What follows belongs to an exercise in optimizing a design on an open flow for small area and a short achievable clock period; a production flow would make more cautious choices.
Function was checked by simulation only, so behaviour that the tests miss may differ from the original.

==> run F: inputs <==
==> flow/design.v (excerpt) <==
module conv4 (
    input  wire         clk,
    input  wire         rst,         
    input  wire         in_valid,
    input  wire [55:0]  f,           
    input  wire [55:0]  g,           
    output wire         out_valid,
    output wire [127:0] p            
);
==> flow/config.mk <==
export PLATFORM = sky130hd
export DESIGN_NAME = conv4
export DESIGN_NICKNAME = conv4
export VERILOG_FILES = /design/flow/design.v
export SDC_FILE = /design/flow/constraint.sdc
export NUM_CORES = 4
export LEC_CHECK = 0
export CAP_MARGIN = 20
export CORE_MARGIN = 2
export CORE_UTILIZATION = 75
export SLEW_MARGIN = 20
==> flow/constraint.sdc <==
create_clock -name core_clock -period 24.0 [get_ports {clk}]
set_input_delay 4.8000 -clock core_clock [delete_from_list [all_inputs] [get_ports {clk}]]
set_output_delay 4.8000 -clock core_clock [all_outputs]
set_load 0.01 [all_outputs]
standard.sh (not shown) runs the stock make flow with config.mk's settings and CLKGATE_MAP_FILE= SYNTH_SCRIPT=/design/flow/synth_recipe.tcl, a recipe that flattens the netlist after the stock synthesis.
==> flow/flow/run.sh <==
#!/bin/bash
# Layout flow: ORFS's standard flow (standard.sh) with these changes:
#  - synthesis is the standard flow's synthesis script with Yosys's pre-mapping "abc -fast"
#    skipped (synth -noabc), so extract_fa sees the RTL's adder cells directly;
#    everything else (registers, flattening, renaming, the final ABC mapping)
#    is unchanged;
#  - the port buffers that buffer_ports inserts are sky130_fd_sc_hd__buf_2;
#  - repair_timing (after floorplan, CTS and global routing) works to a setup
#    slack margin of 17.93 ns (the clock period and the SDC are unchanged), so it
#    upsizes and buffers the critical paths.
# Each tool's full output goes to a log file in the work folder.
set -euo pipefail
W=$(pwd)
# synthesis script: the standard flow's, with -noabc added to every synth call
sed 's/yosys synth -nofsm -noshare /yosys synth -nofsm -noshare -noabc /' synth_recipe.tcl > flow_synth.tcl
grep -q -- '-noabc' flow_synth.tcl
sed "s#$W/synth_recipe.tcl#$W/flow_synth.tcl#g" standard.sh > flow_synth.sh
if grep -q 'srcline/synth.tcl' flow_synth.sh; then
  mkdir -p srcline_own
  sed "s#$W/synth_recipe.tcl#$W/flow_synth.tcl#g" srcline/synth.tcl > srcline_own/synth.tcl
  sed -i "s#$W/srcline/synth.tcl#$W/srcline_own/synth.tcl#g" flow_synth.sh
fi
grep -q 'flow_synth.tcl\|srcline_own' flow_synth.sh
bash flow_synth.sh synth > synth.log 2>&1
bash standard.sh 'BUFFER_PORTS_ARGS=-buffer_cell sky130_fd_sc_hd__buf_2' SETUP_SLACK_MARGIN=17.93 finish > layout.log 2>&1
test -s out/final.def
==> inputs of run C, as changes to run F <==
--- a/flow/flow/run.sh
+++ b/flow/flow/run.sh
@@ -1,12 +1,12 @@
 #!/bin/bash
-# Layout flow: ORFS's standard flow (standard.sh) with these changes:
+# Layout flow: ORFS's standard flow (standard.sh) with two changes:
 #  - synthesis is the standard flow's synthesis script with Yosys's pre-mapping "abc -fast"
 #    skipped (synth -noabc), so extract_fa sees the RTL's adder cells directly;
 #    everything else (registers, flattening, renaming, the final ABC mapping)
 #    is unchanged;
 #  - the port buffers that buffer_ports inserts are sky130_fd_sc_hd__buf_2;
 #  - repair_timing (after floorplan, CTS and global routing) works to a setup
-#    slack margin of 17.93 ns (the clock period and the SDC are unchanged), so it
+#    slack margin of 18 ns (the clock period and the SDC are unchanged), so it
 #    upsizes and buffers the critical paths.
 # Each tool's full output goes to a log file in the work folder.
 set -euo pipefail
@@ -22,5 +22,5 @@
 fi
 grep -q 'flow_synth.tcl\|srcline_own' flow_synth.sh
 bash flow_synth.sh synth > synth.log 2>&1
-bash standard.sh 'BUFFER_PORTS_ARGS=-buffer_cell sky130_fd_sc_hd__buf_2' SETUP_SLACK_MARGIN=17.93 finish > layout.log 2>&1
+bash standard.sh 'BUFFER_PORTS_ARGS=-buffer_cell sky130_fd_sc_hd__buf_2' SETUP_SLACK_MARGIN=18.0 finish > layout.log 2>&1
 test -s out/final.def
--- a/flow/config.mk
+++ b/flow/config.mk
@@ -7,5 +7,5 @@
 export LEC_CHECK = 0
 export CAP_MARGIN = 20
 export CORE_MARGIN = 2
-export CORE_UTILIZATION = 75
+export CORE_UTILIZATION = 65
 export SLEW_MARGIN = 20
==> results.ini <==
[worst_setup_path]
crit_start=acc[4]

[status]
status=no timing/DRC/antenna violations

The numbers above come from run C.

==> results.ini <==
[status]
status=no timing/DRC/antenna violations

[sta]
tns_ns=0

[worst_setup_path]
crit_start=acc[75]

[synthesis]
ys_ff_latch=900

The numbers above come from run F.


==> v37 <==
conv4 again, from the RTL that the note above started with.
==> flow/config.mk <==
export PLATFORM = sky130hd
export DESIGN_NAME = conv4
export DESIGN_NICKNAME = conv4
export VERILOG_FILES = /design/flow/design.v
export SDC_FILE = /design/flow/constraint.sdc
export NUM_CORES = 4
export LEC_CHECK = 0
export CAP_MARGIN = 20
export CORE_MARGIN = 2
export CORE_UTILIZATION = 75
export SLEW_MARGIN = 20
==> flow/constraint.sdc <==
create_clock -name core_clock -period 24.0 [get_ports {clk}]
set_input_delay 4.8000 -clock core_clock [delete_from_list [all_inputs] [get_ports {clk}]]
set_output_delay 4.8000 -clock core_clock [all_outputs]
set_load 0.01 [all_outputs]
==> flow/flow/run.sh <==
#!/bin/bash
# Layout flow: ORFS's standard flow (standard.sh) with these changes:
#  - synthesis is the standard flow's synthesis script with Yosys's pre-mapping "abc -fast"
#    skipped (synth -noabc), so extract_fa sees the RTL's adder cells directly;
#    everything else (registers, flattening, renaming, the final ABC mapping)
#    is unchanged;
#  - the port buffers that buffer_ports inserts are sky130_fd_sc_hd__buf_2;
#  - repair_timing (after floorplan, CTS and global routing) works to a setup
#    slack margin of 18 ns (the clock period and the SDC are unchanged), so it
#    upsizes and buffers the critical paths.
# Each tool's full output goes to a log file in the work folder.
set -euo pipefail
W=$(pwd)
# synthesis script: the standard flow's, with -noabc added to every synth call
sed 's/yosys synth -nofsm -noshare /yosys synth -nofsm -noshare -noabc /' synth_recipe.tcl > flow_synth.tcl
grep -q -- '-noabc' flow_synth.tcl
sed "s#$W/synth_recipe.tcl#$W/flow_synth.tcl#g" standard.sh > flow_synth.sh
if grep -q 'srcline/synth.tcl' flow_synth.sh; then
  mkdir -p srcline_own
  sed "s#$W/synth_recipe.tcl#$W/flow_synth.tcl#g" srcline/synth.tcl > srcline_own/synth.tcl
  sed -i "s#$W/srcline/synth.tcl#$W/srcline_own/synth.tcl#g" flow_synth.sh
fi
grep -q 'flow_synth.tcl\|srcline_own' flow_synth.sh
bash flow_synth.sh synth > synth.log 2>&1
bash standard.sh 'BUFFER_PORTS_ARGS=-buffer_cell sky130_fd_sc_hd__buf_2' SETUP_SLACK_MARGIN=18.0 finish > layout.log 2>&1
test -s out/final.def
==> v9: changes against v37 <==
==> flow/flow/run.sh (replaced) <==
#!/bin/bash
# Layout flow: ORFS's standard flow (standard.sh) with two changes:
#  - synthesis is the standard flow's synthesis script with Yosys's pre-mapping "abc -fast"
#    skipped (synth -noabc), so extract_fa sees the RTL's adder cells directly;
#    everything else (registers, flattening, renaming, the final ABC mapping)
#    is unchanged;
#  - the port buffers that buffer_ports inserts are sky130_fd_sc_hd__buf_2.
# Each tool's full output goes to a log file in the work folder.
set -euo pipefail
W=$(pwd)
# synthesis script: the standard flow's, with -noabc added to every synth call
sed 's/yosys synth -nofsm -noshare /yosys synth -nofsm -noshare -noabc /' synth_recipe.tcl > flow_synth.tcl
grep -q -- '-noabc' flow_synth.tcl
sed "s#$W/synth_recipe.tcl#$W/flow_synth.tcl#g" standard.sh > flow_synth.sh
if grep -q 'srcline/synth.tcl' flow_synth.sh; then
  mkdir -p srcline_own
  sed "s#$W/synth_recipe.tcl#$W/flow_synth.tcl#g" srcline/synth.tcl > srcline_own/synth.tcl
  sed -i "s#$W/srcline/synth.tcl#$W/srcline_own/synth.tcl#g" flow_synth.sh
fi
grep -q 'flow_synth.tcl\|srcline_own' flow_synth.sh
bash flow_synth.sh synth > synth.log 2>&1
bash standard.sh 'BUFFER_PORTS_ARGS=-buffer_cell sky130_fd_sc_hd__buf_2' finish > layout.log 2>&1
test -s out/final.def
Settings changed: CORE_UTILIZATION 75 to 65.
==> v29: changes against v37 <==
--- a/flow/flow/run.sh
+++ b/flow/flow/run.sh
@@ -7,5 +7,5 @@
 #  - the port buffers that buffer_ports inserts are sky130_fd_sc_hd__buf_2;
 #  - repair_timing (after floorplan, CTS and global routing) works to a setup
-#    slack margin of 18 ns (the clock period and the SDC are unchanged), so it
+#    slack margin of 17.93 ns (the clock period and the SDC are unchanged), so it
 #    upsizes and buffers the critical paths.
 # Each tool's full output goes to a log file in the work folder.
@@ -23,4 +23,4 @@
 grep -q 'flow_synth.tcl\|srcline_own' flow_synth.sh
 bash flow_synth.sh synth > synth.log 2>&1
-bash standard.sh 'BUFFER_PORTS_ARGS=-buffer_cell sky130_fd_sc_hd__buf_2' SETUP_SLACK_MARGIN=18.0 finish > layout.log 2>&1
+bash standard.sh 'BUFFER_PORTS_ARGS=-buffer_cell sky130_fd_sc_hd__buf_2' SETUP_SLACK_MARGIN=17.93 finish > layout.log 2>&1
 test -s out/final.def
Settings changed: CORE_UTILIZATION 75 to 65.
==> metrics.cfg <==
[timing]
min_period_ns = 6.695
finClkSkew_ns = 0.07387
finalCritPeriodShare_pct = 27.90
clock.fmax_mhz = 149.4

[worst_setup_path]
reg2reg_to = u_r13.m_rp731

[floorplan]
start_util_pct = 65.34

[route]
wl_met3_um = 34930
drt-initial-drc-count = 8246

[outcome]
status = complete, no violations

(the above is from v9)
==> metrics.cfg <==
[synth]
synth_cell_type_count = 85

[outcome]
status = complete, no violations

[floorplan]
start_util_pct = 75.66

[timing]
min_period_ns = 6.031
finClkSkew_ns = 0.05660
finalCritPeriodShare_pct = 25.13
clock.fmax_mhz = 165.8

[worst_setup_path]
reg2reg_to = u_r11.m_rp730

[grt]
antenna_found_initial = 19

[route]
wl_met3_um = 46500

(the above is from v37)
==> metrics.cfg <==
[outcome]
status = complete, no violations

[route]
drt-initial-drc-count = 8097
wl_met3_um = 36910

[worst_setup_path]
reg2reg_to = u_r2.m_rp731

[floorplan]
start_util_pct = 65.34

[timing]
finClkSkew_ns = 0.06644
finalCritPeriodShare_pct = 25.28

[min_path]
min_to = vld[1]

(the above is from v29)

## what the ideal ports hide
The flow's constraints put no driver on any port. The routed layouts listed below were extracted and timed again, unchanged, in two steps. Step 1 sets driving cells, clkbuf_16 on the clock port and buf_2 on the other inputs (assumed; they add their load-dependent delay and slew). Step 2 times the ports against the registers' clock, not the clock port: input delays grow and output delays shrink by t, the midpoint of the rising clock arrivals with the driver on. Three values: ideal ports, drivers, drivers and shift; two values: the first two.
run | t (ns) | setup slack, ns | worst hold slack (ns)
run F | 0.855 | 17.972 / 17.884 / 18.061 | 0.449 / 0.449 / 0.449
run C | 0.885 | 17.940 / 17.850 / 18.139 | 0.453 / 0.453 / 0.453
v37 | 0.858 | 17.969 / 17.879 / 18.100 | 0.446 / 0.446 / 0.446
v9 | 0.883 | 17.305 / 17.305 / 17.305 | 0.454 / 0.454 / 0.454
v29 | 0.889 | 17.933 / 17.843 / 18.069 | 0.453 / 0.453 / 0.453
After both steps setup and hold are still met in every run listed.
